This is an optimization exercise on Yosys and OpenROAD, whose aim is small area, a short achievable clock period and few clock cycles, not a production implementation.
RTL that was checked went through simulation tests only; none was proved equivalent to the original.
For runs 6 to 9, only the layout was checked, not whether the RTL still works.
Power figures rest on the tool's default switching activity, not on a simulated workload.

**flow/config.mk**
```make
export PLATFORM = sky130hd
export DESIGN_NAME = boo_encoder
export DESIGN_NICKNAME = boo_encoder
export VERILOG_FILES = /design/flow/design.v
export SDC_FILE = /design/flow/constraint.sdc
export NUM_CORES = 4
export LEC_CHECK = 0
export CAP_MARGIN = 20
export CORE_MARGIN = 2
export CORE_UTILIZATION = 65
export SETUP_SLACK_MARGIN = 2.8
export SLEW_MARGIN = 20
```
**flow/flow/run.sh**
```bash
#!/bin/bash
# The standard layout, with plain buffers (not delay cells) on the ports and
# a clock tree of larger sink clusters without dummy balancing loads.
set -euo pipefail
bash standard.sh 'BUFFER_PORTS_ARGS=-buffer_cell sky130_fd_sc_hd__buf_2' \
  'CTS_ARGS=-sink_clustering_enable -repair_clock_nets -dont_use_dummy_load -sink_clustering_size 30 -sink_clustering_max_diameter 200' \
  finish > standard_flow.log 2>&1
```
**flow/standard.sh**
```bash
#!/bin/bash
# synth_recipe.tcl (not shown) runs the flow's synth.tcl, then flattens the netlist and writes it again
# the make line also repeats each setting of config.mk as NAME=value (left out here)
make -C /OpenROAD-flow-scripts/flow DESIGN_CONFIG=/design/flow/config.mk WORK_HOME=/design/flow/orfs CLKGATE_MAP_FILE= SYNTH_SCRIPT=/design/flow/synth_recipe.tcl "${@:-finish}"
```
**flow/constraint.sdc**
```tcl
create_clock -name core_clock -period 5.0 [get_ports {clk}]
set_input_delay 1.0000 -clock core_clock [delete_from_list [all_inputs] [get_ports {clk}]]
set_output_delay 1.0000 -clock core_clock [all_outputs]
set_load 0.01 [all_outputs]
```
**flow/design.v**
```verilog
module boo_encoder (
  input  wire       clk,
  input  wire       rst,         
  input  wire       in_valid,
  output wire       in_ready,
  input  wire [7:0] in_data,
  input  wire       in_eof,
  input  wire       in_err,
  output wire       out_valid,
  input  wire       out_ready,
  output wire [7:0] out_data,
  input  wire       out_err,
  output wire [2:0] seq,
  output wire [1:0] err
);
  localparam [2:0] PH_HDR  = 3'b000,    
                   PH_HLF  = 3'b001,    
                   PH_DAT  = 3'b010,    
                   PH_TRL  = 3'b011,    
                   PH_DONE = 3'b110,
                   PH_ABR  = 3'b100,    
                   PH_ABW  = 3'b101;    
  localparam [7:0] CH_CR = 8'h0D, CH_LF = 8'h0A;
  reg  [2:0] ph;
  reg        p_lf, p_c3, p_z;   
  reg        ov;
  reg  [7:0] od;
  reg        g1, g2;            
  reg  [6:0] acc;               
  reg        n0, n1, n78;       
  reg  [5:0] col;               
  reg        w4, w2;            
  reg  [1:0] fill;              
  reg        hd_v, hd_e, hd_z;
  reg  [7:0] hd_b;
  reg        ir_v, ir_e, ir_z;
  reg  [7:0] ir_b;
  assign out_valid = ov;
  assign out_data  = od;
  assign seq = {ph[2] & ~ph[1], ph[2] & ph[1], ph[1]};
  assign err = {ph[2] & ~ph[1] & ph[0], ph[2] & ~ph[1] & ~ph[0]};
  assign in_ready = ~ir_v;
  wire slot     = ~ov | out_ready;
  wire out_fire = ov & out_ready;
  wire in_fire  = in_valid & in_ready;
  wire rd_fail  = in_fire & in_err;
  wire wr_fail  = out_fire & out_err;
  wire       src_v = hd_v;
  wire [7:0] sb    = hd_b;
  wire       kE    = hd_e;
  wire       kZ    = hd_z;                       
  wire       kN    = ~kE & ~kZ;
  wire hdr = (ph == PH_HDR);
  wire g0  = ~g1 & ~g2;
  reg  pnd;                                      
  wire nb  = ~n0 & ~n1;                          
  wire f0  = (fill == 2'd0);
  wire b0  = ~hdr & g0;
  wire sil = kZ & b0 & (p_c3 | n0 | (nb & ~n78));
  wire s_lit  = ~hdr & ~g0;                                 
  wire s_run  = kZ & b0 & n1 & ~w2;                         
  wire s_cut  = kZ & b0 & n78;                              
  wire s_c0   = kN & b0 & n0 & ~w4;                         
  wire s_zl   = ~kZ & b0 & n1 & ~w4;                        
  wire s_tn   = ~kZ & b0 & nb;                              
  wire s_pad  = kE & b0 & n0 & ~f0 & ~w2;                   
  wire s_trl  = kE & b0 & n0 & f0;                          
  wire s_wrap = b0 & ((kZ & n1 & w2) | (kN & (n0 | n1) & w4) |
                      (kE & ((n1 & w4) | (n0 & ~f0 & w2))));
  wire s_hb   = hdr & ~kE;
  wire s_he   = hdr & kE;
  wire do_pend = pnd & slot;
  wire do_sil  = src_v & sil & (~p_c3 | slot);
  wire do_step = src_v & ~sil & ~pnd & slot;
  wire fin_step = (s_lit & ~kE) | s_run | s_cut | s_c0 | s_trl | s_hb | s_he;
  wire done     = do_sil | (do_step & fin_step);
  wire take     = ~hd_v | done;            
  wire [7:0] in_b = in_eof ? 8'h00 : in_data;
  wire       in_z = ~in_eof & (in_data == 8'h00);
  function [3:0] TU(input [2:0] u);       
    TU = {1'b0, u + 3'd3};
  endfunction
  wire       c_cr = ~pnd & (s_he | s_wrap | s_trl);
  wire       c_c1 = ~pnd & s_lit & g1;
  wire       c_c2 = ~pnd & s_lit & g2;
  wire       c_c0 = ~pnd & s_c0;
  wire       c_tn = ~pnd & s_tn;
  wire       c_tl = ~pnd & (s_run | s_cut | s_pad);
  wire [3:0] vl = ({4{p_lf}} & 4'hA) |
                  ({4{c_cr}} & 4'hD) |
                  ({4{p_c3}} & acc[3:0]) |
                  ({4{c_c1}} & sb[7:4]) |
                  ({4{c_c2}} & {acc[1:0], sb[7:6]}) |
                  ({4{c_c0}} & sb[5:2]) |
                  ({4{c_tn}} & acc[3:0]) |
                  ({4{c_tl}} & 4'hE);
  wire [3:0] vu = ({4{p_c3}} & TU({1'b0, acc[5:4]})) |
                  ({4{c_c1}} & TU({1'b0, acc[1:0]})) |
                  ({4{c_c2}} & TU({1'b0, acc[3:2]})) |
                  ({4{c_c0}} & TU({1'b0, sb[7:6]})) |
                  ({4{c_tn}} & TU(acc[6:4])) |
                  ({4{c_tl}} & 4'h7) |
                  ({4{p_z | (~pnd & s_zl)}} & 4'h3);       
  wire [7:0] ch = (~pnd & s_hb) ? sb : {vu, vl};
  wire op_load = do_step & (s_lit | s_c0);
  wire op_inc  = (do_sil & ~p_c3) | (do_step & s_run);
  wire op_set1 = (do_sil & p_c3) | (do_step & s_cut);
  wire op_set0 = (do_pend & p_c3) | (do_step & (s_zl | s_tn));
  wire col_clr  = do_step & s_wrap;
  wire col_inc1 = do_step & (s_run | s_pad);
  wire col_inc2 = do_step & (s_c0 | s_zl);
  reg  [2:0] ph_n;
  always @* begin
    ph_n = ph;
    if (do_step & s_trl) ph_n = PH_TRL;
    if (do_step & s_he)  ph_n = PH_HLF;
    if (out_fire && !pnd) begin
      if (ph == PH_HLF && ph_n == PH_HLF) ph_n = PH_DAT;
      if (ph == PH_TRL) ph_n = PH_DONE;
    end
  end
  always @(posedge clk) begin
    if (rst) begin
      ph <= PH_HDR;
      ov <= 1'b0;
    end else if (wr_fail) begin
      ph <= PH_ABW;
      ov <= 1'b0;
    end else if (rd_fail) begin
      ph <= PH_ABR;
      ov <= 1'b0;
    end else if (ph[2]) begin
      ov <= 1'b0;                       
    end else begin
      ph <= ph_n;
      if (ph_n == PH_DONE) ov <= 1'b0;
      else if (slot) ov <= do_pend | do_step;
    end
  end
  always @(posedge clk) begin
    if (rst) begin
      p_lf   <= 1'b0;
      p_c3   <= 1'b0;
      p_z    <= 1'b0;
      pnd    <= 1'b0;
      g1     <= 1'b0;
      g2     <= 1'b0;
      acc    <= 7'd0;
      n0     <= 1'b1;
      n1     <= 1'b0;
      n78    <= 1'b0;
      col    <= 6'd0;
      w4     <= 1'b0;
      w2     <= 1'b0;
      fill   <= 2'd0;
      hd_v   <= 1'b0;
      ir_v   <= 1'b0;
    end else begin
      if (do_pend) begin
        p_lf <= 1'b0;
        p_c3 <= 1'b0;
        p_z  <= 1'b0;
        pnd  <= 1'b0;
      end
      if (do_step & ((s_lit & g2) | s_wrap | s_trl | s_he | s_pad))
        pnd <= 1'b1;
      if (do_step) begin
        if (s_lit & g2) p_c3 <= 1'b1;
        if (s_wrap | s_trl | s_he) p_lf <= 1'b1;
        if (s_pad) p_z <= 1'b1;
        if (s_lit) begin
          g1 <= g0;                     
          g2 <= g1;
        end
        if (s_c0 | s_zl) g1 <= 1'b1;
        if (s_lit & kE) fill <= g1 ? 2'd2 : (f0 ? 2'd1 : fill);
        if (s_pad) fill <= fill - 2'd1;
      end
      if (op_load) begin
        acc <= {1'b0, sb[5:0]};
      end else if (op_inc) begin
        acc <= acc + 7'd1;
        n0  <= 1'b0;
        n1  <= n0;
        n78 <= (acc == 7'd77);
      end else if (op_set1) begin
        acc <= 7'd1;
        n0  <= 1'b0;
        n1  <= 1'b1;
        n78 <= 1'b0;
      end else if (op_set0) begin
        acc <= 7'd0;
        n0  <= 1'b1;
        n1  <= 1'b0;
        n78 <= 1'b0;
      end
      if (col_clr) begin
        col <= 6'd0;
        w4  <= 1'b0;
        w2  <= 1'b0;
      end else if (col_inc1) begin
        col <= col + 6'd1;
        w4  <= (col >= 6'd34);
        w2  <= w4;
      end else if (col_inc2) begin
        col <= col + 6'd2;
        w4  <= (col >= 6'd33);
        w2  <= (col >= 6'd34);
      end
      if (take) hd_v <= ir_v | (in_fire & ~in_err);
      ir_v <= (ir_v & ~take) | (in_fire & ~in_err & ~(take & ~ir_v));
    end
  end
  always @(posedge clk) begin
    if (slot) od <= ch;
    if (take) begin
      hd_b <= ir_v ? ir_b : in_b;
      hd_e <= ir_v ? ir_e : in_eof;
      hd_z <= ir_v ? ir_z : in_z;
    end
    if (in_ready) begin
      ir_b <= in_b;
      ir_e <= in_eof;
      ir_z <= in_z;
    end
  end
endmodule
```
==> impl_metrics.tcl, run 1 <==
set metrics [dict create \
    r2r_cells 6 \
    avgSynthCellArea_sq_um 9.504 \
    outcome "finished clean" \
    placed_area_sq_um 3669 \
    fin_area_sq_um 3938 \
    netlist_area_sq_um 3526 \
    dp_hpwl_microns 5592 \
    r2r-start "hd_e" \
    min_path_type "register to register" \
    start_util_pct 68.17 \
    grt_pass1_wl_microns 13060 \
    dr.first_iter.drc_count 322 \
    clkLatencyLatePin_ns 0.34 \
    synth_cell_types 83 \
    grt_antenna_before_repair 0 \
    max_clock_freq_ghz 0.4609 \
    gr-usage-all-layers_pct 27.15 \
    root_buffer "clkbuf_8" \
    synth_nets 401 \
    gp_congestion 0.9055 \
    io_pins 30 \
    seq_area_frac_synth_pct 39.18 \
    rsz0062_at_grt "yes" \
    critPathLaunchType "input port" \
    layout_worst_path_cycle_share_pct 43.39 \
    final_hold_viol_count 0 \
    ir_drop_mv 0.2029 \
    startpoint "out_ready" \
    areaGrowthSynthToFinish_pct 11.68 \
    clk_pin_slew_ns 0.07 \
    cp-end-kind "register" \
    finalSetupTns_ns 0 \
    synth_seq_cells 60 \
    hold_start "ir_b[6]" \
    instances_no_fill 475 \
    syn_inst 371 \
    r2r_end "od[4]" \
    die_y_microns 77.65 \
    drcViolationCount 0 \
    tightest_slew_ns 0.5993 \
    drv_slew 0 \
    r2r_slack_ns 2.89 \
    clockBufferDepth 2 \
    worstPathRequired_ns 5.28 \
    cts_tree "done" \
    crit_fanout 16 \
    relSlewSlack_pct 59.68 \
    synth-edff-count 18 \
    coreArea_sq_um 5172 \
    grt_pass1_vias 2756 \
    whs_path_depth 2 \
    dp_worst_setup_slack_ns 2.371 \
    yosys-top-cells-area "dfxtp_1, edfxtp_1, ha_1" \
    dieArea_sq_um 6030 \
    finalWirelength_microns 7821 \
    path_class "input port to register" \
    synth_warnings 1 \
    grt_max_degree 27 \
    drive_above_1_share_pct 24.44 \
    wl_per_cell_microns 16.47 \
    antenna_left 0 \
    p_per_area_nw_per_um2 238.7 \
    utilization_pct 76.12 \
    synthArstFlopShare_pct 0 \
    vias_per_cell 6.392 \
    min_period_ns 2.170 \
    die_w_microns 77.65 \
    synth_top_area_cell "dfxtp_1" \
    place.port_buffers 29 \
    ctsHtreeMaxLevel 3 \
    numCtsBuffers 9 \
    timing.final.ws_setup_ns 2.830 \
    holdPathEnd "ir_b[6]" \
    setup_viol 0 \
    num_vias 3036 \
    max-cap-violations 0 \
    skew_ns 0.02312 \
    cts.sinks 60 \
    nets 437 \
    grt_remaining_overflow 0 \
    p_leak_nw 1.459 \
    diodes 0 \
    synth_top_cell_area_share_pct 23.85 \
    arrival_ns 2.44 \
    rows 26 \
    dr.pass1.iters 6 \
    dp.cells 453 \
    ys.flop_type "dfxtp_1" \
]
==> layout make-up <==
type                       instances  area, sq um
tap                               70        87.58
clock buffer                       9        123.9
sequential                        60         1393
timing repair buffer              42        252.7
inverter                          22        87.58
fill                             379         1235
multi-input combinational        272         1993
==> layer usage <==
layer  wire, microns  track usage, %
met2            3571           41.72
met5               0               0
met4             130           8.750
met3             618           7.326
met1            3500           37.19
==> worst max-delay path by stage <==
stage and to:
2_1_floorplan col[4], 4_1_cts col[4], 5_1_grt acc[1], 3_5_place_dp col[4]
6_report acc[1], 3_3_place_gp col[4]
==> Yosys cell counts, types with 6 or more instances <==
master     n
dfxtp_1   42
nor2_1    37
nand2_1   34
inv_1     20
edfxtp_1  18
a21oi_1   16
o21ai_0   16
ha_1      15
a22o_1     7
a22oi_1    7
nand3_1    7
a222oi_1   6
a31oi_1    6
and2_1     6
clkbuf_1   6
xnor2_1    6
==> cell usage in the layout (no fill, tap or decap), types with 6 or more instances in the layout <==
cell type / Yosys / layout
xnor2_1: 6 / 6
a22o_1: 7 / 7
o21ai_0: 16 / 15
dfxtp_1: 42 / 35
a21oi_1: 16 / 14
nor2_1: 37 / 37
buf_2: 5 / 28
dfxtp_2: 0 / 6
inv_1: 20 / 20
nand2_1: 34 / 34
a222oi_1: 6 / 6
a31oi_1: 6 / 6
edfxtp_1: 18 / 18
nand3_1: 7 / 7
ha_1: 15 / 15
clkbuf_8: 0 / 9
a22oi_1: 7 / 7
buf_4: 2 / 12
==> logic make-up (layout without fill, tap and decap cells) <==
| logic type | after synthesis | after routing | synth area share (%) |
|---|---|---|---|
| AOI/OAI and AO/OA | 103 | 103 | 22.75 |
| xor gates and xnor gates | 7 | 7 | 1.739 |
| adders and majority gates | 15 | 15 | 5.323 |
| buffers and inverters | 39 | 73 | 5.039 |
| DFF | 60 | 60 | 39.18 |
| muxes | 6 | 6 | 1.739 |
| and+or+nand+nor | 141 | 141 | 24.24 |
==> state kept, by name, summed over array words and instances (netlist names), 2 cells and up <==
register / cells
hd_b: 8
ir_b: 8
od: 8
acc: 7
col: 6
ph: 3
fill: 2
==> critical path, stage by stage <==
cell	delay, ns
buf_2	0.13
nor2b_4	0.21
inv_6	0.11
o2111ai_1	0.14
a31oi_2	0.15
nor3_4	0.35
buf_4	0.17
a222oi_1	0.07
nor2_1	0.10
==> through the flow <==
step | power (mW) | hold WS, ns
finish | 0.9399 | 0.4656
global route | 0.9693 | 0.4958
CTS | 0.9381 | 0.4735
detailed placement | 0.6238 | 0.4549
global placement | 0.6223 | 0.4518
floorplan | 0.5950 | 0.4266
==> power breakdown <==
| part | switching [mW] | internal [mW] | leakage, nW |
|---|---|---|---|
| sequential | 0.0118 | 0.520 | 0.549 |
| combinational | 0.0513 | 0.0385 | 0.845 |
| clock | 0.159 | 0.159 | 0.0647 |
| total | 0.222 | 0.718 | 1.46 |
==> timing repair <==
action | in CTS | in global routing
buffers inserted | 5 | 8
resized for setup | 7 | 10
hold buffers | 0 | 0
endpoints found under the setup margin | 22 | 22
gates cloned | 0 | 0
pin swaps | 3 | 4
Testbench counts, summed over its fixed seeds: cycles 37,727.
==> run 2: changes to the inputs <==
--- a/flow/config.mk
+++ b/flow/config.mk
@@ -9,4 +9,4 @@
 export CORE_MARGIN = 2
-export CORE_UTILIZATION = 65
-export SETUP_SLACK_MARGIN = 2.8
+export CORE_UTILIZATION = 60
+export SETUP_SLACK_MARGIN = 2.7
 export SLEW_MARGIN = 20
==> run 2 against run 1 <==
Compared with the run above:
- final area decreased by 2.2%
- still clean
- sequential power about the same
- clock-buffer cell count unchanged
- sequential share of layout area increased by 0.75 points
- clock power increased by 1%
- critical path type is now register to output port
- synthesized cell count unchanged
==> impl_metrics.tcl, run 2 <==
set metrics [dict create \
    dp.cells 455 \
    yosys-top-cells-count "dfxtp_1, nor2_1, nand2_1, inv_1, edfxtp_1" \
    grt_remaining_overflow 0 \
    holdPathEnd "ir_b[6]" \
    p_per_area_nw_per_um2 243.7 \
    drv_slew 0 \
    finalSetupTns_ns 0 \
    slowest_stage "dfxtp_4" \
    synthMostInstantiatedCell "dfxtp_1" \
    arrival_ns 1.22 \
    whs_path_depth 2 \
    crit_fanout 8 \
    critPathLaunchType "register" \
    min_path_type "register to register" \
    rows 27 \
    mostFrequentLayoutCells "nor2_1, dfxtp_1, nand2_1" \
    ys.flop_type "dfxtp_1" \
    vias_per_cell 6.241 \
    synth_cell_types 83 \
    path_class "register to output port" \
    grt_antenna_before_repair 0 \
    nets 428 \
    finalWirelength_microns 7971 \
    drive_above_1_share_pct 21.72 \
    dieArea_sq_um 6506 \
    dp_worst_setup_slack_ns 2.397 \
    syn_inst 371 \
    max_stage_delay_ns 0.38 \
    cts_tree "done" \
    antenna_left 0 \
    place.port_buffers 29 \
    dr.first_iter.drc_count 209 \
    r2r-start "g2" \
    dr.pass1.iters 5 \
    numCtsBuffers 9 \
    outcome "finished clean" \
    placed_area_sq_um 3671 \
    grt_pass1_wl_microns 13690 \
    wl_per_cell_microns 17.03 \
    yosys-top-cells-area "dfxtp_1, edfxtp_1, ha_1" \
    final_hold_viol_count 0 \
    clk_pin_slew_ns 0.06 \
    ctsHoldBuffers 0 \
    root_buffer "clkbuf_8" \
    timing.final.ws_setup_ns 2.776 \
    gr-usage-all-layers_pct 27.45 \
    synth_top_area_cell "dfxtp_1" \
    num_vias 2921 \
    ctsHtreeMaxLevel 3 \
    max_clock_freq_ghz 0.4497 \
    cts.sinks 60 \
    clkLatencyLatePin_ns 0.34 \
    p_leak_nw 1.407 \
    path_cells "and2b_2 > and2_1 > buf_2" \
    cp-end-kind "output port" \
    seq_area_frac_synth_pct 39.18 \
    skew_ns 0.02273 \
    grt_pass1_vias 2909 \
    ir_drop_mv 0.2324 \
    areaGrowthSynthToFinish_pct 9.262 \
    relSlewSlack_pct 60.33 \
    worstPathRequired_ns 4.00 \
    layout_worst_path_cycle_share_pct 44.48 \
    coreArea_sq_um 5608 \
    instances_no_fill 468 \
    synth_seq_cells 60 \
    die_y_microns 80.66 \
    synth_warnings 1 \
    synth_nets 401 \
    r2r_cells 6 \
    clockBufferDepth 2 \
    fin_area_sq_um 3852 \
    avgSynthCellArea_sq_um 9.504 \
    diodes 0 \
    r2r_end "hd_z" \
    setup_viol 0 \
    die_w_microns 80.66 \
    max-cap-violations 0 \
    synthArstFlopShare_pct 0 \
    tightest_slew_ns 0.5897 \
    grt_max_degree 27 \
    r2r_slack_ns 2.83 \
    gp_congestion 0.8812 \
    drcViolationCount 0 \
    min_period_ns 2.224 \
    hold_start "ir_b[6]" \
    top_regs "hd_b (8), ir_b (8), od (8)" \
    io_pins 30 \
    synth-edff-count 18 \
    dp_hpwl_microns 5830 \
    rsz0062_at_grt "no" \
    netlist_area_sq_um 3526 \
    layout_commonest_cell "nor2_1" \
    synth_top_cell_area_share_pct 23.85 \
    start_util_pct 62.87 \
    fillCellCount 486 \
]
## run 2: worst max-delay path by stage
| stage | slack (ns) | cells past startpoint | from | endpoint |
|---|---|---|---|---|
| after global placement | 2.44 | 8 | out_ready | col[4] |
| final | 2.78 | 3 | ph[1] | err[0] |
| after CTS | 2.73 | 8 | out_ready | col[4] |
| after detailed placement | 2.40 | 8 | out_ready | col[4] |
| after global routing | 2.70 | 8 | out_ready | acc[6] |
| after floorplan | 2.72 | 7 | out_ready | col[4] |
## run 2: cell type report
class	count	area, sq um	area share (%)
Inverter	22	87.58	2.273
Sequential cell	60	1391	36.12
Timing Repair Buffer	33	175.2	4.547
Multi-Input combinational cell	272	1984	51.51
Clock buffer	9	123.9	3.215
Tap cell	72	90.09	2.338
## run 2: repair_timing
| action | 4_1_cts | 5_1_grt |
|---|---|---|
| gates resized for setup | 2 | 9 |
| setup buffers | 3 | 1 |
| pin swaps | 0 | 2 |
| setup endpoints to repair | 13 | 26 |
## run 2: per-layer routing
metal | share of wire, % | GRT usage (%)
met3 | 6.5 | 5.393
met2 | 46 | 43.75
met4 | 2.0 | 11.19
met5 | 0 | 0
met1 | 46 | 36.46
## run 2: worst max-delay path: cells and delay by family, from the launching register on
| kind | cells | cell delay [ns] |
|---|---|---|
| buffers and inverters | 1 | 0.13 |
| DFF | 1 | 0.38 |
| and+or+nand+nor | 2 | 0.39 |
## run 2: cell families (layout without fill, tap and decap cells)
kind of cell | count (synthesis) | in the layout | synth area share, %
adders and majority gates | 15 | 15 | 5.323
xor gates and xnor gates | 7 | 7 | 1.739
muxes | 6 | 6 | 1.739
buffers and inverters | 39 | 64 | 5.039
DFF | 60 | 60 | 39.18
and+or+nand+nor | 141 | 141 | 24.24
AOI/OAI and AO/OA | 103 | 103 | 22.75
## run 2: report_power, final
| group | internal, mW | switching (mW) |
|---|---|---|
| registers | 0.520 | 0.0121 |
| clock network | 0.159 | 0.163 |
| logic | 0.0352 | 0.0493 |
## run 2: through the flow
stage	hold WS, ns	utilization [%]	total power, mW
after floorplan	0.4266	-	0.5950
after global placement	0.4569	65.46	0.6226
after detailed placement	0.4658	65.46	0.6242
after CTS	0.4798	68.25	0.9409
after global routing	0.5041	68.70	0.9747
final	0.4702	68.70	0.9388
==> run 3: changes to the inputs <==
--- a/flow/config.mk
+++ b/flow/config.mk
@@ -10,3 +10,3 @@
 export CORE_UTILIZATION = 60
-export SETUP_SLACK_MARGIN = 2.7
+export SETUP_SLACK_MARGIN = 2.9
 export SLEW_MARGIN = 20
==> run 3 against run 2 <==
Compared with the run above:
- synthesized cell count is the same
- non-clock buffer count increased by 20
- highest routed layer unchanged
- largest power group unchanged
- clock-buffer cell count did not move
- combinational power is about 10% higher
- final cell count increased by 4.3%
- first-iteration DRC count grew 29%
- worst hold slack got worse by 0.0089 ns
- clock skew decreased by 0.0027 ns
- still clean on timing, DRC and antenna
==> impl_metrics.tcl, run 3 <==
set metrics [dict create \
    outcome "finished clean" \
    rsz0062_at_grt "yes" \
    rows 27 \
    drv_slew 0 \
    layout_worst_path_cycle_share_pct 43.53 \
    tightest_slew_ns 0.6477 \
    yosys-top-cells-count "dfxtp_1, nor2_1, nand2_1, inv_1, edfxtp_1" \
    p_per_area_nw_per_um2 230.9 \
    ctsHtreeMaxLevel 3 \
    vias_per_cell 6.303 \
    finalSetupTns_ns 0 \
    grt_remaining_overflow 0 \
    dp_worst_setup_slack_ns 2.359 \
    synth_cell_types 83 \
    dr.first_iter.drc_count 269 \
    synth_top_cell_area_share_pct 23.85 \
    seq_area_frac_synth_pct 39.18 \
    synth_top_area_cell "dfxtp_1" \
    wl_per_cell_microns 17.47 \
    clk_pin_slew_ns 0.06 \
    dp_hpwl_microns 5711 \
    die_y_microns 80.66 \
    setup_viol 0 \
    max_clock_freq_ghz 0.4595 \
    synth_seq_cells 60 \
    num_vias 3076 \
    timing.final.ws_setup_ns 2.824 \
    synth-edff-count 18 \
    areaGrowthSynthToFinish_pct 16.68 \
    grt_max_degree 27 \
    drcViolationCount 0 \
    netlist_area_sq_um 3526 \
    utilization_pct 73.36 \
    grt_pass1_wl_microns 13860 \
    syn_inst 371 \
    top_regs "hd_b (8), ir_b (8), od (8)" \
    antenna_left 0 \
    place.port_buffers 29 \
    final_hold_viol_count 0 \
    critPathLaunchType "register" \
    root_buffer "clkbuf_8" \
    path_class "register to output port" \
    skew_ns 0.02002 \
    ir_drop_mv 0.2061 \
    worstPathRequired_ns 4.00 \
    synth_warnings 1 \
    layout_commonest_cell "nor2_1" \
    dr.pass1.iters 5 \
    ys.flop_type "dfxtp_1" \
    clkLatencyLatePin_ns 0.35 \
    gp_congestion 0.9048 \
    max-cap-violations 0 \
    p_leak_nw 1.527 \
    p_total_mw 0.9500 \
    crit_fanout 7 \
    grt_antenna_before_repair 0 \
    cp-end-kind "output port" \
    nets 448 \
    io_pins 30 \
    synthMostInstantiatedCell "dfxtp_1" \
    numCtsBuffers 9 \
    relSlewSlack_pct 56.49 \
    cts_tree "done" \
    mostFrequentLayoutCells "nor2_1, nand2_1, dfxtp_1" \
    cts.sinks 60 \
    synthArstFlopShare_pct 0 \
    gr-usage-all-layers_pct 28.04 \
    min_period_ns 2.176 \
    clockBufferDepth 2 \
    arrival_ns 1.18 \
    finalWirelength_microns 8527 \
    grt_pass1_vias 2912 \
    diodes 0 \
    dp.cells 455 \
    instances_no_fill 488 \
    yosys-top-cells-area "dfxtp_1, edfxtp_1, ha_1" \
    die_w_microns 80.66 \
    fillCellCount 410 \
    synth_nets 401 \
    dieArea_sq_um 6506 \
    drive_above_1_share_pct 28.85 \
    start_util_pct 62.87 \
    avgSynthCellArea_sq_um 9.504 \
    min_path_type "register to register" \
    coreArea_sq_um 5608 \
]
==> run 3: changes by cell type in the layout (fill, tap and decap cells not counted), moves of 2 or more <==
cell     change
dfxtp_4      +2
buf_6        +4
buf_2        -2
dfxtp_1      -3
buf_4       +18
nor3_4       +2
==> run 3: where the power goes <==
group	total [mW]	switching, mW	internal, mW
Sequential	0.532	0.0127	0.519
Clock	0.325	0.165	0.159
Combinational	0.0932	0.0533	0.0400
Total	0.950	0.231	0.719
==> run 3: final timing paths <==
| path | slack (ns) | end | cells past startpoint | startpoint |
|---|---|---|---|---|
| worst max-delay path | 2.82 | err[1] | 3 | ph[2] |
| worst min-delay path | 0.46 | ir_b[6] | 2 | ir_b[6] |
| worst max register to register | 2.91 | hd_e | 6 | hd_e |
| worst min register to register | 0.46 | ir_b[6] | 2 | ir_b[6] |
==> run 3: stage by stage <==
step / area (sq um) / hold slack [ns]
floorplan: 3533 / 0.4266
global placement: 3671 / 0.4520
detailed placement: 3671 / 0.4548
CTS: 3936 / 0.4696
global route: 4114 / 0.5004
finish: 4114 / 0.4613
==> run 3: final cells by class <==
type                       count  area (sq um)  area share [%]
sequential                    60          1400           34.03
multi-input combinational    272          2067           50.24
timing repair buffer          53         345.3           8.394
clock buffer                   9         123.9           3.011
tap                           72         90.09           2.190
inverter                      22         87.58           2.129
==> run 3: cells by family (layout without fill, tap and decap cells) <==
family,Yosys count,count (layout),share of synthesized area (%)
and+or+nand+nor,141,141,24.24
AOI/OAI and AO/OA,103,103,22.75
DFF,60,60,39.18
buffers and inverters,39,84,5.039
adders and majority gates,15,15,5.323
xor gates and xnor gates,7,7,1.739
muxes,6,6,1.739
==> run 3: worst max-delay path, stage by stage, from the launching register on <==
cell	delay, ns
dfxtp_4	0.37
and2b_2	0.22
and2_4	0.15
buf_6	0.11
==> run 3: what timing repair did <==
item                                    in CTS  in global routing
hold buffers                                 0                  0
pin swaps                                    5                 10
resized for setup                           10                 26
setup buffers                               15                  9
endpoints found under the setup margin      30                 35
==> run 3: per-layer routing <==
layer  GRT usage (%)  part of all wire, %  up-vias
met5               0                    0        -
met4           14.58                  2.6        0
met3           5.618                  5.7       23
met2           41.75                   47      108
met1           38.38                   45     1477
li1                -                    -     1468
==> run 4: changes to the inputs <==
--- a/flow/config.mk
+++ b/flow/config.mk
@@ -10,3 +10,3 @@
 export CORE_UTILIZATION = 60
-export SETUP_SLACK_MARGIN = 2.9
+export SETUP_SLACK_MARGIN = 2.85
 export SLEW_MARGIN = 20
==> run 4 against run 3 <==
Compared with the run above:
- synthesized cell count unchanged
- core utilization decreased by 0.87 points
- maximum frequency increased by 0.12%
- register-to-register slack about the same
- clock skew increased by 0.00095 ns
- non-clock buffer count decreased by 4
- setup slack improved by 0.0026 ns
- clock power about the same
- clock-buffer cell count unchanged
- critical path type unchanged
- critical endpoint unchanged
==> impl_metrics.tcl, run 4 <==
set metrics [dict create \
    outcome "finished clean" \
    drv_slew 0 \
    grt_antenna_before_repair 0 \
    grt_remaining_overflow 0 \
    ir_drop_mv 0.2606 \
    utilization_pct 72.49 \
    synthMostInstantiatedCell "dfxtp_1" \
    dr.first_iter.drc_count 268 \
    drive_above_1_share_pct 26.94 \
    synth-compound-area-share_pct 22.75 \
    r2r_cells 6 \
    synth_warnings 1 \
    grt.busiest_layer "met2" \
    muxShareOfSynthArea_pct 1.739 \
    yosys-top-cells-count "dfxtp_1, nor2_1, nand2_1, inv_1, edfxtp_1" \
    holdPathEnd "ir_b[6]" \
    die_w_microns 80.66 \
    max_clock_freq_ghz 0.4600 \
    finalWirelength_microns 8425 \
    r2r_end "hd_e" \
    yosys-top-cells-area "dfxtp_1, edfxtp_1, ha_1" \
    skew_ns 0.02097 \
    dp.cells 455 \
    fillCellCount 443 \
    crit_fanout 4 \
    grt_pass1_wl_microns 13940 \
    avgSynthCellArea_sq_um 9.504 \
    gr-usage-all-layers_pct 27.99 \
    syn_inst 371 \
    relSlewSlack_pct 62.37 \
    use_met2_pct 43.83 \
    seq_area_sq_um 1394 \
    tightest_slew_ns 0.5593 \
    path_class "register to output port" \
    synth_top_area_cell "dfxtp_1" \
    seq_area_frac_synth_pct 39.18 \
    min_period_ns 2.174 \
    whs_path_depth 2 \
    dieArea_sq_um 6506 \
    start_util_pct 62.87 \
    cts.sinks 60 \
    globalRouteMet1Util_pct 38.46 \
    synthArstFlopShare_pct 0 \
    drcViolationCount 0 \
    ctsHtreeMaxLevel 3 \
    synth_top_cell_area_share_pct 23.85 \
    instances_no_fill 484 \
    dr.pass1.iters 7 \
    synth_top_family_by_area "simple AND/OR/NAND/NOR gates" \
    setup_viol 0 \
    p_leak_nw 1.497 \
    r2r-start "n1" \
    ctsHoldBuffers 0 \
    io_pins 30 \
    antenna_left 0 \
    mostFrequentLayoutCells "nor2_1, nand2_1, dfxtp_1" \
    final_hold_viol_count 0 \
    synth_cell_types 83 \
    grt_max_degree 27 \
    synthAdderAreaFrac_pct 5.323 \
    synth-edff-count 18 \
    rows 27 \
    diodes 0 \
    worstPathRequired_ns 4.00 \
    netlist_area_sq_um 3526 \
    place.port_buffers 29 \
    clk_pin_slew_ns 0.06 \
    ys.flop_type "dfxtp_1" \
    layout_commonest_cell "nor2_1" \
    clockBufferDepth 2 \
    multi_input_area_sq_um 2064 \
    numCtsBuffers 9 \
    r2r_slack_ns 2.91 \
    nets 444 \
    clkLatencyLatePin_ns 0.34 \
    critPathLaunchType "register" \
    met3_usage_pct 4.382 \
    grt_pass1_vias 2881 \
    gp_congestion 0.9309 \
    synth_nets 401 \
    cts_tree "done" \
    num_vias 3063 \
    vias_per_cell 6.329 \
    p_per_area_nw_per_um2 234.5 \
    synth_seq_cells 60 \
    synthXorXnorAreaFrac_pct 1.739 \
    min_path_type "register to register" \
    top_regs "hd_b (8), ir_b (8), od (8)" \
    layout_worst_path_cycle_share_pct 43.48 \
    root_buffer "clkbuf_8" \
    dp_hpwl_microns 5889 \
    wl_per_cell_microns 17.41 \
    hold_start "ir_b[6]" \
    max-cap-violations 0 \
    areaGrowthSynthToFinish_pct 15.29 \
    die_y_microns 80.66 \
    rsz0062_at_grt "yes" \
    coreArea_sq_um 5608 \
    cp-end-kind "output port" \
    arrival_ns 1.17 \
    p_total_mw 0.9532 \
    finalSetupTns_ns 0 \
    yosys.area_share.simple_pct 24.24 \
]
run 4: changes by cell type in the layout (fill, tap and decap cells not counted), sizes merged:
cell    delta
buf        -4
clkinv     +1
inv        -1
run 4: worst max-delay path, stage by stage (launching register included):
cell     delay, ns
dfxtp_4       0.36
and2b_2       0.23
and2_1        0.13
buf_2         0.13
run 4: cell type report:
cell class	instances	area share, %
clock buffer	9	3.047
inverter	22	2.155
multi-input combinational	272	50.78
sequential	60	34.29
tap	72	2.216
timing repair buffer	49	7.510
run 4: stage by stage:
step	worst slack, ns	cell area [sq um]	hold slack [ns]
floorplan	2.722	3531	0.4266
global placement	2.419	3671	0.4484
detailed placement	2.352	3671	0.4569
CTS	2.818	3913	0.4710
global route	2.791	4065	0.5051
finish	2.826	4065	0.4662
run 4: what timing repair did:
item,CTS,global route
pin swaps,6,5
buffers inserted,12,8
endpoints found under the setup margin,28,31
gates resized for setup,10,22
run 4: cell families after synthesis:
logic type,after synthesis
and+or+nand+nor,141
adders and majority gates,15
muxes,6
buffers and inverters,39
DFF,60
AOI/OAI and AO/OA,103
xor gates and xnor gates,7
run 4: per-layer routing:
metal	vias up	share of wire (%)
met5	-	0
met4	0	1.8
met3	17	5.8
met2	115	46
met1	1474	46
li1	1457	-
run 4: report_power, final:
part / switching, mW / leakage (nW) / total (mW) / internal (mW)
Clock: 0.168 / 0.0647 / 0.328 / 0.160
Combinational: 0.0528 / 0.883 / 0.0935 / 0.0407
Sequential: 0.0117 / 0.549 / 0.532 / 0.520
run 4: worst max-delay path by stage:
stage	slack [ns]	to	cells after the start	from
global route	2.79	hd_e	6	n1
floorplan	2.72	col[4]	7	out_ready
finish	2.83	err[1]	3	ph[1]
global placement	2.42	col[4]	8	out_ready
CTS	2.82	od[3]	5	ph[0]
detailed placement	2.35	col[4]	8	out_ready
==> run 5: changes to the inputs <==
--- a/flow/config.mk
+++ b/flow/config.mk
@@ -10,3 +10,3 @@
 export CORE_UTILIZATION = 60
-export SETUP_SLACK_MARGIN = 2.85
+export SETUP_SLACK_MARGIN = 2.75
 export SLEW_MARGIN = 20
==> run 5 against run 4 <==
Compared with the run above:
- non-clock buffer count shrank 9
- die area stayed put
- largest power group unchanged
- via count fell by 3.9%
- routed wire length decreased by 4.8%
- final cell count decreased by 1.9%
- area after synthesis did not move
- maximum frequency fell by 0.28%
- sequential cell count stayed put
- clock skew grew 0.00074 ns
- clock power fell by 2%
- power fell by 1.2%
- worst hold slack better by 0.0040 ns
- largest cell class unchanged
==> impl_metrics.tcl, run 5 <==
set metrics [dict create \
    max-cap-violations 0 \
    setup_viol 0 \
    synthMostInstantiatedCell "dfxtp_1" \
    avgSynthCellArea_sq_um 9.504 \
    die_y_microns 80.66 \
    critPathLaunchType "register" \
    vias_per_cell 6.198 \
    rsz0062_at_grt "no" \
    dp.cells 455 \
    cp-end-kind "output port" \
    die_w_microns 80.66 \
    r2r-start "w2" \
    diodes 0 \
    dr.first_iter.drc_count 210 \
    layout_commonest_cell "nor2_1" \
    netlist_area_sq_um 3526 \
    max_clock_freq_ghz 0.4588 \
    synth_top_area_cell "dfxtp_1" \
    yosys-top-cells-area "dfxtp_1, edfxtp_1, ha_1" \
    place.port_buffers 29 \
    intPower_mw 0.7166 \
    start_util_pct 62.87 \
    mostFrequentLayoutCells "nor2_1, dfxtp_1, nand2_1" \
    wl_per_cell_microns 16.88 \
    p_leak_nw 1.444 \
    yosys-top-cells-count "dfxtp_1, nor2_1, nand2_1, inv_1, edfxtp_1" \
    synth_nets 401 \
    syn_inst 371 \
    path_class "register to output port" \
    synthArstFlopShare_pct 0 \
    gr-usage-all-layers_pct 27.45 \
    grt_pass1_wl_microns 13690 \
    min_path_type "register to register" \
    drcViolationCount 0 \
    io_pins 30 \
    layout_worst_path_cycle_share_pct 43.60 \
    switching_share_pct 23.89 \
    seq_area_frac_synth_pct 39.18 \
    antenna_left 0 \
    cts.sinks 60 \
    drv_slew 0 \
    nets 435 \
    power_switching_mw 0.2249 \
    coreArea_sq_um 5608 \
    drive_above_1_share_pct 23.57 \
    use_met2_pct 43.75 \
    grt_antenna_before_repair 0 \
    clockBufferDepth 2 \
    grt_remaining_overflow 0 \
    final_hold_viol_count 0 \
    p_per_area_nw_per_um2 240.1 \
    arrival_ns 1.18 \
    synth-edff-count 18 \
    ctsHoldBuffers 0 \
    num_vias 2944 \
    synth_warnings 1 \
    comb_power_share_pct 9.3 \
    dr.pass1.iters 6 \
    dp_hpwl_microns 5830 \
    skew_ns 0.02171 \
    startpoint "ph[2]" \
    p_clk_share_pct 34.3 \
    globalRouteMet1Util_pct 36.46 \
    relSlewSlack_pct 61.71 \
    instances_no_fill 475 \
    synth_top_cell_area_share_pct 23.85 \
    ir_drop_mv 0.2315 \
    met3_usage_pct 5.393 \
    dieArea_sq_um 6506 \
    numCtsBuffers 9 \
    ys.flop_type "dfxtp_1" \
    crit_fanout 7 \
    grt.busiest_layer "met2" \
    gp_congestion 0.8812 \
    synth_seq_cells 60 \
    rows 27 \
    ctsHtreeMaxLevel 3 \
    cts_tree "done" \
    clk_pin_slew_ns 0.06 \
    grt_pass1_vias 2909 \
    worstPathRequired_ns 4.00 \
    grt_max_degree 27 \
    whs_ns 0.4702 \
    hold_start "ir_b[6]" \
    synth_cell_types 83 \
    power_frac_seq_pct 56.5 \
    areaGrowthSynthToFinish_pct 11.21 \
    min_period_ns 2.180 \
    root_buffer "clkbuf_8" \
    outcome "finished clean" \
    top_regs "hd_b (8), ir_b (8), od (8)" \
    finalWirelength_microns 8018 \
    p_total_mw 0.9415 \
    clkLatencyLatePin_ns 0.34 \
    tightest_slew_ns 0.5691 \
    finalSetupTns_ns 0 \
]
-- run 5: layer usage --
metal	up-vias	share of wire, %
met5	-	0
met4	0	2.1
met3	17	6.8
met2	119	46
met1	1362	45
li1	1446	-
-- run 5: stage by stage --
step	area, sq um	utilization [%]	worst slack (ns)
final	3921	69.92	2.820
after global routing	3921	69.92	2.757
after CTS	3827	68.25	2.753
after detailed placement	3671	65.46	2.397
after global placement	3671	65.46	2.443
after floorplan	3531	-	2.721
-- run 5: power by group through the flow --
stage                     sequential, mW  clock, mW  combinational (mW)
after floorplan                    0.542          0              0.0528
after global placement             0.542          0              0.0810
after detailed placement           0.543          0              0.0817
after CTS                          0.532      0.326              0.0832
after global routing               0.533      0.347              0.0967
final                              0.532      0.323              0.0872
-- run 5: what timing repair did --
item                                    in CTS  in global routing
gates resized for setup                      2                 12
buffers inserted                             3                  8
cloned                                       0                  0
endpoints found under the hold margin        0                  0
endpoints found under the setup margin      16                 26
pin swaps                                    1                  2
-- run 5: final timing paths --
check            end  slack, ns  cells after the start
max reg2reg     hd_z       2.89                      6
max           err[0]       2.82                      3
min          ir_b[6]       0.47                      2
min reg2reg  ir_b[6]       0.47                      2
-- run 5: cell type report --
| cell class | instances | area [sq um] |
|---|---|---|
| Clock buffer | 9 | 123.9 |
| Inverter | 22 | 87.58 |
| Fill cell | 473 | 1687 |
| Multi-Input combinational cell | 272 | 1999 |
| Sequential cell | 60 | 1393 |
| Tap cell | 72 | 90.09 |
| Timing Repair Buffer | 40 | 227.7 |
-- run 5: kinds of logic (layout without fill, tap and decap cells) --
family,after synthesis,count (layout),synth area share [%]
flip-flops,60,60,39.18
XOR/XNOR,7,7,1.739
AND/OR/NAND/NOR,141,141,24.24
buffers and inverters,39,71,5.039
adder cells (fa/ha/maj),15,15,5.323
AO/OA/AOI/OAI,103,103,22.75
multiplexers,6,6,1.739
-- run 5: critical path, cell delays in order (launching register included) --
cell,delay [ns]
dfxtp_2,0.35
and2b_2,0.22
and2_1,0.15
buf_2,0.13
==> run 6: changes to the inputs <==
--- a/flow/design.v
+++ b/flow/design.v
@@ -108,2 +108,3 @@
   wire op_set0 = (do_pend & p_c3) | (do_step & (s_zl | s_tn));
+  wire [4:0] col_hi1 = col[5:1] + 5'd1;
   wire col_clr  = do_step & s_wrap;
@@ -201,3 +202,3 @@
       end else if (col_inc1) begin
-        col <= col + 6'd1;
+        col <= col[0] ? {col_hi1, 1'b0} : {col[5:1], 1'b1};
         w4  <= (col >= 6'd34);
@@ -205,3 +206,3 @@
       end else if (col_inc2) begin
-        col <= col + 6'd2;
+        col <= {col_hi1, col[0]};
         w4  <= (col >= 6'd33);
--- a/flow/config.mk
+++ b/flow/config.mk
@@ -10,3 +10,3 @@
 export CORE_UTILIZATION = 60
-export SETUP_SLACK_MARGIN = 2.75
+export SETUP_SLACK_MARGIN = 2.8
 export SLEW_MARGIN = 20
==> run 6 against run 5 <==
Compared with the run above:
- setup slack gained 0.00056 ns
- area after synthesis shrank 1.5%
- sequential cell count is the same
- core utilization grew 3.6 points
- clock power is essentially flat
- critical endpoint is now acc[0]
- largest cell class unchanged
- largest power group unchanged
==> impl_metrics.tcl, run 6 <==
set metrics [dict create \
    diodes 0 \
    areaGrowthSynthToFinish_pct 17.21 \
    worstPathRequired_ns 5.25 \
    io_pins 30 \
    synth-edff-count 18 \
    grt_pass1_wl_microns 14500 \
    outcome "finished clean" \
    netlist_area_sq_um 3475 \
    finalSetupTns_ns 0 \
    placed_area_sq_um 3628 \
    grt_max_degree 27 \
    die_y_microns 80.10 \
    use_met2_pct 45.00 \
    die_w_microns 80.10 \
    clockBufferDepth 2 \
    startpoint "out_ready" \
    syn_inst 385 \
    min_path_type "register to register" \
    arrival_ns 2.43 \
    final_hold_viol_count 0 \
    seq_area_frac_synth_pct 39.76 \
    fin_area_sq_um 4073 \
    grt_remaining_overflow 0 \
    r2r-start "g1" \
    wl_per_cell_microns 18.61 \
    avgSynthCellArea_sq_um 9.025 \
    cts_tree "done" \
    timing.final.ws_setup_ns 2.821 \
    grt.busiest_layer "met2" \
    instances_no_fill 491 \
    max-cap-violations 0 \
    finalWirelength_microns 9138 \
    synth_seq_cells 60 \
    synth_nets 411 \
    cp-end-kind "register" \
    met3_usage_pct 5.393 \
    rows 27 \
    fillCellCount 411 \
    p_leak_nw 1.476 \
    gp_congestion 1.021 \
    yosys-top-cells-area "dfxtp_1, edfxtp_1, ha_1" \
    r2r_cells 6 \
    mostFrequentLayoutCells "dfxtp_1, nand2_1, nor2_1, buf_2, a21oi_1" \
    synth_top_cell_area_share_pct 24.20 \
    ys.flop_type "dfxtp_1" \
    drv_slew 0 \
    cts.sinks 60 \
    p_per_area_nw_per_um2 261.3 \
    layout_worst_path_cycle_share_pct 43.58 \
    synth_top_area_cell "dfxtp_1" \
    grt_pass1_vias 2909 \
    relSlewSlack_pct 58.89 \
    globalRouteMet1Util_pct 40.72 \
    gr-usage-all-layers_pct 29.22 \
    r2r_end "acc[4]" \
    skew_ns 0.02414 \
    ir_drop_mv 0.1971 \
    r2r_slack_ns 2.86 \
    ctsHtreeMaxLevel 3 \
    num_vias 3282 \
    top_regs "hd_b (8), ir_b (8), od (8)" \
    drive_above_1_share_pct 23.63 \
    dp_hpwl_microns 6148 \
    start_util_pct 62.71 \
    clk_pin_slew_ns 0.06 \
    nets 447 \
    root_buffer "clkbuf_8" \
    drcViolationCount 0 \
    synth_warnings 1 \
    tightest_slew_ns 0.6087 \
    min_period_ns 2.179 \
    critPathLaunchType "input port" \
    dp_worst_setup_slack_ns 1.902 \
    setup_viol 0 \
    crit_path_end "acc[0]" \
    yosys-top-cells-count "dfxtp_1, nand2_1, nor2_1, a21oi_1, inv_1" \
    place.port_buffers 29 \
    path_class "input port to register" \
    synthArstFlopShare_pct 0 \
    antenna_left 0 \
    layout_commonest_cell "dfxtp_1" \
    dr.first_iter.drc_count 502 \
    dp.cells 462 \
    crit_fanout 12 \
    clkLatencyLatePin_ns 0.34 \
    grt_antenna_before_repair 0 \
    dr.pass1.iters 6 \
    vias_per_cell 6.684 \
    numCtsBuffers 9 \
    synth_cell_types 70 \
    whs_path_depth 2 \
    rsz0062_at_grt "yes" \
    synthMostInstantiatedCell "dfxtp_1" \
    dieArea_sq_um 6416 \
    coreArea_sq_um 5540 \
    max_clock_freq_ghz 0.4589 \
]
[run 6: worst min-delay path by stage]
stage          startpoint      end
6_report          ir_b[6]  ir_b[6]
5_1_grt              ir_e     ir_e
4_1_cts              ir_e     ir_e
3_5_place_dp          p_z      p_z
3_3_place_gp      ir_b[6]  ir_b[6]
2_1_floorplan     ir_b[6]  ir_b[6]
[run 6: area by class of cell]
type | count | area (sq um) | share of cell area (%)
repair buffers | 48 | 300.3 | 7.373
flip-flops and latches | 60 | 1391 | 34.16
well taps | 72 | 90.09 | 2.212
inverters | 21 | 83.83 | 2.058
clock buffers | 9 | 123.9 | 3.041
multi-input cells | 281 | 2083 | 51.15
[run 6: critical path, stage by stage]
cell and delay (ns):
buf_2 0.13, nor2b_4 0.28, inv_6 0.11, and3_1 0.24
a31oi_4 0.23, buf_4 0.16, nand4_1 0.09, a31oi_1 0.19
[run 6: power breakdown]
part | switching [mW] | total, mW | internal (mW)
combinational | 0.103 | 0.170 | 0.0669
clock | 0.166 | 0.326 | 0.160
sequential | 0.0301 | 0.568 | 0.538
total | 0.299 | 1.06 | 0.765
[run 6: per-stage QoR]
stage	util [%]	hold slack [ns]	total power, mW
floorplan	-	0.4266	0.6709
global placement	65.49	0.4505	0.7186
CTS	69.51	0.4765	1.046
global route	73.51	0.4927	1.097
detailed placement	65.49	0.4576	0.7207
finish	73.51	0.4730	1.064
[run 6: kinds of logic after synthesis]
family / Yosys count / share of synthesized area, %
AO/OA/AOI/OAI: 124 / 26.65
XOR/XNOR: 3 / 0.7563
adder cells (fa/ha/maj): 11 / 3.961
buffers and inverters: 45 / 5.797
flip-flops: 60 / 39.76
multiplexers: 6 / 1.765
AND/OR/NAND/NOR: 136 / 21.32
[run 6: layer usage]
metal,share of wire [%],routed length (microns),up-vias
met2,46,4168,207
li1,-,-,1529
met5,0,0,-
met4,1.9,173,0
met3,9.1,835,25
met1,43,3960,1521
[run 6: timing repair]
item	4_1_cts	5_1_grt
setup buffers	5	14
cloned	0	1
endpoints found under the setup margin	44	39
pin swaps	2	3
resized for setup	13	22
hold buffers	0	0
==> run 7: changes to the inputs <==
--- a/flow/config.mk
+++ b/flow/config.mk
@@ -12 +12,2 @@
 export SLEW_MARGIN = 20
+export TNS_END_PERCENT = 20
==> run 7 against run 6 <==
Compared with the run above:
- synthesized cell count stayed put
- worst hold slack got worse by 0.0067 ns
- final cell count shrank 0.81%
- power down 0.81%
- sequential share of layout area is 0.53 points higher
- setup slack got worse by 0.047 ns
- non-clock buffer count fell by 4
- sequential cell count unchanged
- routed wire length fell by 4.0%
- area after synthesis did not move
- clock-buffer cell count unchanged
==> impl_metrics.tcl, run 7 <==
set metrics [dict create \
    outcome "finished clean" \
    syn_inst 385 \
    min_path_type "register to register" \
    vias_per_cell 6.602 \
    cts_tree "done" \
    drcViolationCount 0 \
    fillCellCount 438 \
    synth_top_area_cell "dfxtp_1" \
    critPathLaunchType "input port" \
    dr.pass1.iters 5 \
    cts.sinks 60 \
    io_pins 30 \
    power_frac_seq_pct 53.7 \
    clk_pin_slew_ns 0.06 \
    crit_fanout 6 \
    root_buffer "clkbuf_8" \
    ctsHoldBuffers 0 \
    grt.busiest_layer "met2" \
    yosys-top-cells-area "dfxtp_1, edfxtp_1, ha_1" \
    use_met2_pct 43.83 \
    crit_buf_inv 3 \
    clockBufferDepth 2 \
    clkLatencyLatePin_ns 0.35 \
    relSlewSlack_pct 43.08 \
    rows 27 \
    switching_share_pct 27.83 \
    setup_viol 0 \
    ys.flop_type "dfxtp_1" \
    path_cells "buf_2 > nor2b_4 > buf_4 > buf_4 > a2bb2oi_1 > a31oi_2 > o221ai_4" \
    dieArea_sq_um 6416 \
    start_util_pct 62.71 \
    synth_top_cell_area_share_pct 24.20 \
    layout_worst_path_cycle_share_pct 44.53 \
    p_per_area_nw_per_um2 264.3 \
    place.port_buffers 29 \
    whs_ns 0.4663 \
    grt_pass1_wl_microns 14200 \
    gr-usage-all-layers_pct 28.58 \
    synthArstFlopShare_pct 0 \
    drv_slew 0 \
    nets 443 \
    grt_pass1_vias 3005 \
    coreArea_sq_um 5540 \
    gp_congestion 0.9279 \
    skew_ns 0.01862 \
    netlist_area_sq_um 3475 \
    final_hold_viol_count 0 \
    finalSetupTns_ns 0 \
    worstPathRequired_ns 5.05 \
    cp_top_family "compound AO/OA/AOI/OAI gates" \
    synthMostInstantiatedCell "dfxtp_1" \
    p_leak_nw 1.441 \
    globalRouteMet1Util_pct 38.34 \
    dr.first_iter.drc_count 360 \
    avgSynthCellArea_sq_um 9.025 \
    die_y_microns 80.10 \
    grt_antenna_before_repair 0 \
    yosys-top-cells-count "dfxtp_1, nand2_1, nor2_1, a21oi_1, inv_1" \
    p_clk_share_pct 30.8 \
    synth_cell_types 70 \
    intPower_mw 0.7617 \
    grt_max_degree 27 \
    mostFrequentLayoutCells "dfxtp_1, nand2_1, nor2_1, buf_2, a21oi_1" \
    wl_per_cell_microns 18.02 \
    max_clock_freq_ghz 0.4491 \
    drive_above_1_share_pct 20.96 \
    rsz0062_at_grt "yes" \
    grt_remaining_overflow 0 \
    finalWirelength_microns 8777 \
    synth_nets 411 \
    areaGrowthSynthToFinish_pct 14.91 \
    synth_warnings 1 \
    ir_drop_mv 0.2048 \
    diodes 0 \
    crit_path_frequent_cell "buf_4" \
    power_switching_mw 0.2937 \
    synth_seq_cells 60 \
    tightest_slew_ns 0.8461 \
    top_regs "hd_b (8), ir_b (8), od (8)" \
    min_period_ns 2.227 \
    ctsHtreeMaxLevel 3 \
    path_class "input port to register" \
    cp-end-kind "register" \
    seq_area_frac_synth_pct 39.76 \
    max-cap-violations 0 \
    seq_area_sq_um 1385 \
    multi_input_area_sq_um 2039 \
    antenna_left 0 \
    comb_power_share_pct 15.5 \
    layout_commonest_cell "dfxtp_1" \
    arrival_ns 2.28 \
    slowest_stage "a31oi_2" \
    met3_usage_pct 5.393 \
    synth-edff-count 18 \
    num_vias 3215 \
    numCtsBuffers 9 \
    max_stage_delay_ns 0.32 \
    dp_hpwl_microns 5962 \
    die_w_microns 80.10 \
]
run 7: cell counts after synthesis:
Identical to the previous run, type by type.
run 7: per-stage QoR:
stage	std cells	total power [mW]	utilization, %	area (sq um)	setup slack (ns)
after floorplan	385	0.6704	-	3508	2.653
after global routing	487	1.098	72.06	3993	2.687
after global placement	463	0.7176	65.47	3627	1.870
after CTS	476	1.043	68.83	3814	2.711
after detailed placement	463	0.7196	65.47	3627	1.802
final	487	1.055	72.06	3993	2.773
run 7: cell type report:
class                   instances  area share [%]
inverters                      21           2.100
repair buffers                 44           6.769
clock buffers                   9           3.102
well taps                      72           2.256
multi-input cells             281           51.08
flip-flops and latches         60           34.69
run 7: final timing paths:
check	slack, ns	start	end	cells past startpoint
max	2.77	out_ready	hd_e	7
min	0.47	ir_b[6]	ir_b[6]	2
max reg2reg	2.80	g1	acc[4]	6
min reg2reg	0.47	ir_b[6]	ir_b[6]	2
run 7: worst min-delay path, cell delays in order, from the launching register on:
cell     delay (ns)
dfxtp_1        0.31
nand2_1        0.04
o21ai_0        0.08
run 7: metal layers:
metal	part of all wire (%)	wire (microns)	vias up
li1	-	-	1525
met1	43	3790	1471
met2	45	3979	186
met3	8.1	714	33
met4	3.3	292	0
met5	0	0	-
run 7: kinds of logic (layout without fill, tap and decap cells):
| logic type | count (synthesis) | after routing | synth area share, % |
|---|---|---|---|
| xor+xnor | 3 | 3 | 0.7563 |
| fa+ha+maj | 11 | 11 | 3.961 |
| simple gates | 136 | 136 | 21.32 |
| buf+inv | 45 | 74 | 5.797 |
| flops | 60 | 60 | 39.76 |
| compound gates | 124 | 125 | 26.65 |
| mux | 6 | 6 | 1.765 |
run 7: timing repair:
action	in CTS	in global routing
pin swaps	1	5
setup buffers	4	10
cloned	0	1
endpoints found under the setup margin	43	41
resized for setup	6	18
run 7: power groups by stage:
stage               logic, mW  clock network (mW)  registers [mW]
floorplan              0.0999                   0           0.571
global placement        0.141                   0           0.576
detailed placement      0.143                   0           0.576
CTS                     0.148               0.329           0.566
global route            0.180               0.348           0.570
finish                  0.164               0.325           0.567
==> run 8: changes to the inputs <==
--- a/flow/config.mk
+++ b/flow/config.mk
@@ -10,4 +10,3 @@
 export CORE_UTILIZATION = 60
-export SETUP_SLACK_MARGIN = 2.8
+export SETUP_SLACK_MARGIN = 2.7
 export SLEW_MARGIN = 20
-export TNS_END_PERCENT = 20
==> run 8 against run 7 <==
Compared with the run above:
- routed wire length shrank 0.27%
- worst hold slack gained 0.0092 ns
- area after synthesis is the same
- clock power grew 2%
- clock-buffer cell count is the same
- final cell count shrank 0.41%
- maximum frequency shrank 1.4%
- setup slack lost 0.032 ns
- still clean on timing, DRC and antenna
- clock skew grew 0.0016 ns
- highest routed layer unchanged
- critical endpoint is now hd_b[4]
- via count grew 1.3%
- power grew 0.16%
- largest power group unchanged
- sequential power is essentially flat
==> impl_metrics.tcl, run 8 <==
set metrics [dict create \
    crit_buf_inv 2 \
    rsz0062_at_grt "no" \
    netlist_area_sq_um 3475 \
    gp_congestion 0.9135 \
    cts.sinks 60 \
    vias_per_cell 6.715 \
    dp_hpwl_microns 6074 \
    cp-end-kind "register" \
    r2r_slack_ns 2.84 \
    clk_pin_slew_ns 0.06 \
    synth_top_cell_area_share_pct 24.20 \
    clockBufferDepth 2 \
    gr-usage-all-layers_pct 28.43 \
    ctsHoldBuffers 0 \
    p_per_area_nw_per_um2 268.5 \
    synth_nets 411 \
    max_clock_freq_ghz 0.4428 \
    drcViolationCount 0 \
    synth_cell_types 70 \
    max_stage_delay_ns 0.43 \
    dieArea_sq_um 6416 \
    avgSynthCellArea_sq_um 9.025 \
    setup_viol 0 \
    coreArea_sq_um 5540 \
    arrival_ns 2.24 \
    grt_remaining_overflow 0 \
    nets 441 \
    critPathLaunchType "input port" \
    yosys-top-cells-area "dfxtp_1, edfxtp_1, ha_1" \
    timing.final.ws_setup_ns 2.742 \
    p_leak_nw 1.441 \
    path_class "input port to register" \
    clkLatencyLatePin_ns 0.34 \
    ir_drop_mv 0.2070 \
    root_buffer "clkbuf_8" \
    synth_top_area_cell "dfxtp_1" \
    fin_area_sq_um 3936 \
    mostFrequentLayoutCells "dfxtp_1, nand2_1, nor2_1" \
    finalSetupTns_ns 0 \
    cts_tree "done" \
    place.port_buffers 29 \
    startpoint "out_ready" \
    instances_no_fill 485 \
    cp_top_family "compound AO/OA/AOI/OAI gates" \
    numCtsBuffers 9 \
    start_util_pct 62.71 \
    layout_worst_path_cycle_share_pct 45.17 \
    seq_area_frac_synth_pct 39.76 \
    yosys-top-cells-count "dfxtp_1, nand2_1, nor2_1, a21oi_1, inv_1" \
    crit_fanout 12 \
    drv_slew 0 \
    synth_warnings 1 \
    rows 27 \
    dr.pass1.iters 6 \
    synth_seq_cells 60 \
    relSlewSlack_pct 53.65 \
    max-cap-violations 0 \
    synthMostInstantiatedCell "dfxtp_1" \
    num_vias 3257 \
    skew_ns 0.02019 \
    dp.cells 463 \
    grt_max_degree 27 \
    grt_pass1_wl_microns 14030 \
    min_period_ns 2.258 \
    grt_antenna_before_repair 0 \
    ctsHtreeMaxLevel 3 \
    dr.first_iter.drc_count 419 \
    path_cells "buf_2 > nor2b_4 > buf_4 > nor2_1 > a31oi_1 > o221ai_4" \
    antenna_left 0 \
    synth-edff-count 18 \
    tightest_slew_ns 0.6944 \
    finalWirelength_microns 8753 \
    worstPathRequired_ns 4.98 \
    grt_pass1_vias 2870 \
    crit_cells 6 \
    r2r-start "g1" \
    top_regs "hd_b (8), ir_b (8), od (8)" \
    slowest_stage "o221ai_4" \
    drive_above_1_share_pct 20.34 \
    ys.flop_type "dfxtp_1" \
    min_path_type "register to register" \
    io_pins 30 \
    synthArstFlopShare_pct 0 \
    dp_worst_setup_slack_ns 1.907 \
    wl_per_cell_microns 18.05 \
    syn_inst 385 \
    r2r_cells 6 \
    crit_path_end "hd_b[4]" \
    final_hold_viol_count 0 \
    outcome "finished clean" \
    layout_commonest_cell "dfxtp_1" \
    die_w_microns 80.10 \
    diodes 0 \
    r2r_end "acc[4]" \
    die_y_microns 80.10 \
    areaGrowthSynthToFinish_pct 13.29 \
    placed_area_sq_um 3636 \
]
## run 8: cell counts after synthesis
Identical to the previous run, type by type.
## run 8: final cells by class
type                            count  area [sq um]
Multi-Input combinational cell    280          1993
Fill cell                         448          1604
Sequential cell                    60          1388
Timing Repair Buffer               43         262.8
Clock buffer                        9         123.9
Tap cell                           72         90.09
Inverter                           21         78.83
## run 8: worst min path at each step
stage | cells past startpoint | start | slack, ns | endpoint
floorplan | 2 | ir_b[6] | 0.43 | ir_b[6]
global placement | 2 | p_z | 0.45 | p_z
detailed placement | 2 | p_z | 0.46 | p_z
CTS | 2 | p_z | 0.47 | p_z
global route | 2 | p_z | 0.49 | p_z
finish | 2 | p_z | 0.48 | p_z
## run 8: tightest hold or removal path, cell delays in order, from the launching register on
cell	delay (ns)
dfxtp_1	0.31
nand2_1	0.06
a21oi_1	0.06
## run 8: power breakdown
group	total [mW]	internal, mW	switching (mW)
Sequential	0.565	0.538	0.0268
Combinational	0.162	0.0635	0.0988
Clock	0.330	0.160	0.170
## run 8: metal layers
metal	up-vias	track usage, %	share of wire, %	wire length, microns
met5	-	0	0	0
met4	0	12.03	2.8	248
met3	26	4.382	8.7	765
met2	174	43.92	45	3924
met1	1529	39.66	44	3815
li1	1528	-	-	-
## run 8: kinds of logic after synthesis
group | Yosys count | share of synthesized area (%)
adders and majority gates | 11 | 3.961
buffers and inverters | 45 | 5.797
DFF | 60 | 39.76
and+or+nand+nor | 136 | 21.32
xor gates and xnor gates | 3 | 0.7563
muxes | 6 | 1.765
AOI/OAI and AO/OA | 124 | 26.65
## run 8: metrics by stage
stage / hold WS [ns] / power (mW) / utilization, %
finish: 0.4755 / 1.057 / 71.05
CTS: 0.4668 / 1.044 / 68.25
global route: 0.4938 / 1.096 / 71.05
detailed placement: 0.4556 / 0.7204 / 65.63
floorplan: 0.4266 / 0.6709 / -
global placement: 0.4460 / 0.7196 / 65.63
## run 8: timing repair
| action | 4_1_cts | 5_1_grt |
|---|---|---|
| endpoints found under the setup margin | 35 | 33 |
| gates resized for setup | 4 | 13 |
| gates cloned | 0 | 0 |
| buffers inserted | 1 | 12 |
| pin swaps | 1 | 2 |
==> run 9: changes to the inputs <==
--- a/flow/config.mk
+++ b/flow/config.mk
@@ -10,3 +10,3 @@
 export CORE_UTILIZATION = 60
-export SETUP_SLACK_MARGIN = 2.7
+export SETUP_SLACK_MARGIN = 2.9
 export SLEW_MARGIN = 20
==> run 9 against run 8 <==
Compared with the run above:
- still clean
- sequential power barely moved
- power rose by 2.8%
- clock skew rose by 0.0021 ns
- synthesized cell count did not move
- area after synthesis did not move
- critical endpoint is now acc[5]
- highest routed layer unchanged
==> impl_metrics.tcl, run 9 <==
set metrics [dict create \
    outcome "finished clean" \
    start_util_pct 62.71 \
    min_path_type "register to register" \
    tightest_slew_ns 0.7575 \
    critPathLaunchType "register" \
    wl_per_cell_microns 19.76 \
    top_regs "hd_b (8), ir_b (8), od (8)" \
    grt_max_degree 27 \
    cp_top_family "compound AO/OA/AOI/OAI gates" \
    min_period_ns 2.188 \
    clockBufferDepth 2 \
    netlist_area_sq_um 3475 \
    dr.first_iter.drc_count 648 \
    synth_warnings 1 \
    arrival_ns 2.44 \
    dr.pass1.iters 7 \
    skew_ns 0.02226 \
    drive_above_1_share_pct 30.39 \
    final_hold_viol_count 0 \
    areaGrowthSynthToFinish_pct 24.81 \
    cp-end-kind "register" \
    rsz0062_at_grt "yes" \
    synth_seq_cells 60 \
    clk_pin_slew_ns 0.07 \
    setup_viol 0 \
    p_per_area_nw_per_um2 250.5 \
    synthArstFlopShare_pct 0 \
    synth_top_cell_area_share_pct 24.20 \
    cts.sinks 60 \
    slowest_stage "dfxtp_2" \
    avgSynthCellArea_sq_um 9.025 \
    synthMostInstantiatedCell "dfxtp_1" \
    syn_inst 385 \
    ys.flop_type "dfxtp_1" \
    die_y_microns 80.10 \
    max-cap-violations 0 \
    max_stage_delay_ns 0.52 \
    rows 27 \
    crit_buf_inv 0 \
    numCtsBuffers 9 \
    ir_drop_mv 0.2020 \
    max_clock_freq_ghz 0.4570 \
    ctsHtreeMaxLevel 3 \
    gp_congestion 1.021 \
    synth_cell_types 70 \
    layout_commonest_cell "buf_4" \
    place.port_buffers 29 \
    crit_cells 5 \
    path_cells "nor2b_1 > nand3_1 > a21oi_4 > a221oi_1 > a221oi_2" \
    synth_nets 411 \
    r2r-start "n0" \
    fin_area_sq_um 4337 \
    antenna_left 0 \
    hold_start "ir_e" \
    seq_area_sq_um 1400 \
    path_class "register to register" \
    gr-usage-all-layers_pct 30.94 \
    dp_hpwl_microns 6148 \
    whs_ns 0.4754 \
    dieArea_sq_um 6416 \
    grt_antenna_before_repair 0 \
    crit_fanout 14 \
    relSlewSlack_pct 48.84 \
    seq_area_frac_synth_pct 39.76 \
    root_buffer "clkbuf_8" \
    dp_worst_setup_slack_ns 1.902 \
    diodes 0 \
    yosys-top-cells-count "dfxtp_1, nand2_1, nor2_1, a21oi_1, inv_1" \
    synth-edff-count 18 \
    fillCellCount 378 \
    nets 469 \
    whs_path_depth 1 \
    io_pins 30 \
    p_leak_nw 1.610 \
    grt_pass1_wl_microns 15260 \
    drv_slew 0 \
    mostFrequentLayoutCells "buf_4, dfxtp_1, nand2_1" \
    worstPathRequired_ns 5.26 \
    yosys-top-cells-area "dfxtp_1, edfxtp_1, ha_1" \
    coreArea_sq_um 5540 \
    timing.final.ws_setup_ns 2.812 \
    clkLatencyLatePin_ns 0.34 \
    grt_remaining_overflow 0 \
    multi_input_area_sq_um 2122 \
    placed_area_sq_um 3628 \
    r2r_cells 5 \
    vias_per_cell 6.813 \
    ctsHoldBuffers 0 \
    utilization_pct 78.27 \
    synth_top_area_cell "dfxtp_1" \
    layout_worst_path_cycle_share_pct 43.77 \
    drcViolationCount 0 \
    cts_tree "done" \
    finalWirelength_microns 10140 \
    num_vias 3495 \
    finalSetupTns_ns 0 \
    die_w_microns 80.10 \
    grt_pass1_vias 3088 \
    startpoint "n0" \
]
run 9: cell counts after synthesis:
No cell type changed its count.
run 9: timing repair:
action | CTS | global route
gates cloned | 1 | 1
buffers inserted | 16 | 24
endpoints found under the setup margin | 48 | 38
resized for setup | 28 | 30
pin swaps | 7 | 12
run 9: cell type report:
class	instances	share of cell area, %
multi-input cells	281	48.93
inverters	21	1.933
well taps	72	2.077
flip-flops and latches	60	32.28
clock buffers	9	2.856
repair buffers	70	11.92
run 9: routing by layer:
layer	routed length, microns	track usage (%)
met5	0	0
met4	374	13.05
met3	1110	5.955
met2	4579	49.00
met1	4071	41.36
run 9: kinds of logic (layout without fill, tap and decap cells):
| kind of cell | Yosys count | count (layout) | synth area share, % |
|---|---|---|---|
| multiplexers | 6 | 6 | 1.765 |
| flip-flops | 60 | 60 | 39.76 |
| XOR/XNOR | 3 | 3 | 0.7563 |
| buffers and inverters | 45 | 100 | 5.797 |
| AO/OA/AOI/OAI | 124 | 125 | 26.65 |
| AND/OR/NAND/NOR | 136 | 136 | 21.32 |
| adder cells (fa/ha/maj) | 11 | 11 | 3.961 |
run 9: stage by stage:
| stage | std cells | total power, mW |
|---|---|---|
| floorplan | 385 | 0.6709 |
| detailed placement | 462 | 0.7207 |
| finish | 513 | 1.086 |
| global placement | 462 | 0.7186 |
| global route | 513 | 1.120 |
| CTS | 488 | 1.055 |
run 9: worst paths after layout:
check,to,slack (ns)
setup / recovery,acc[5],2.81
hold / removal,ir_e,0.48
setup reg to reg,acc[5],2.81
hold reg to reg,ir_e,0.48
run 9: power breakdown:
group	leakage [nW]	switching, mW	total (mW)	internal (mW)
clock network	0.0647	0.166	0.326	0.160
registers	0.545	0.0286	0.567	0.538
logic	1.00	0.114	0.194	0.0801

Re-timed with assumed drivers on the ports (clkbuf_16 on the clock, buf_2 on other inputs), run 9 has 2.812 ns of setup slack against 2.812 ns with ideal ports, and 2.485 ns once port delays also move by the mid clock arrival of 0.358 ns.
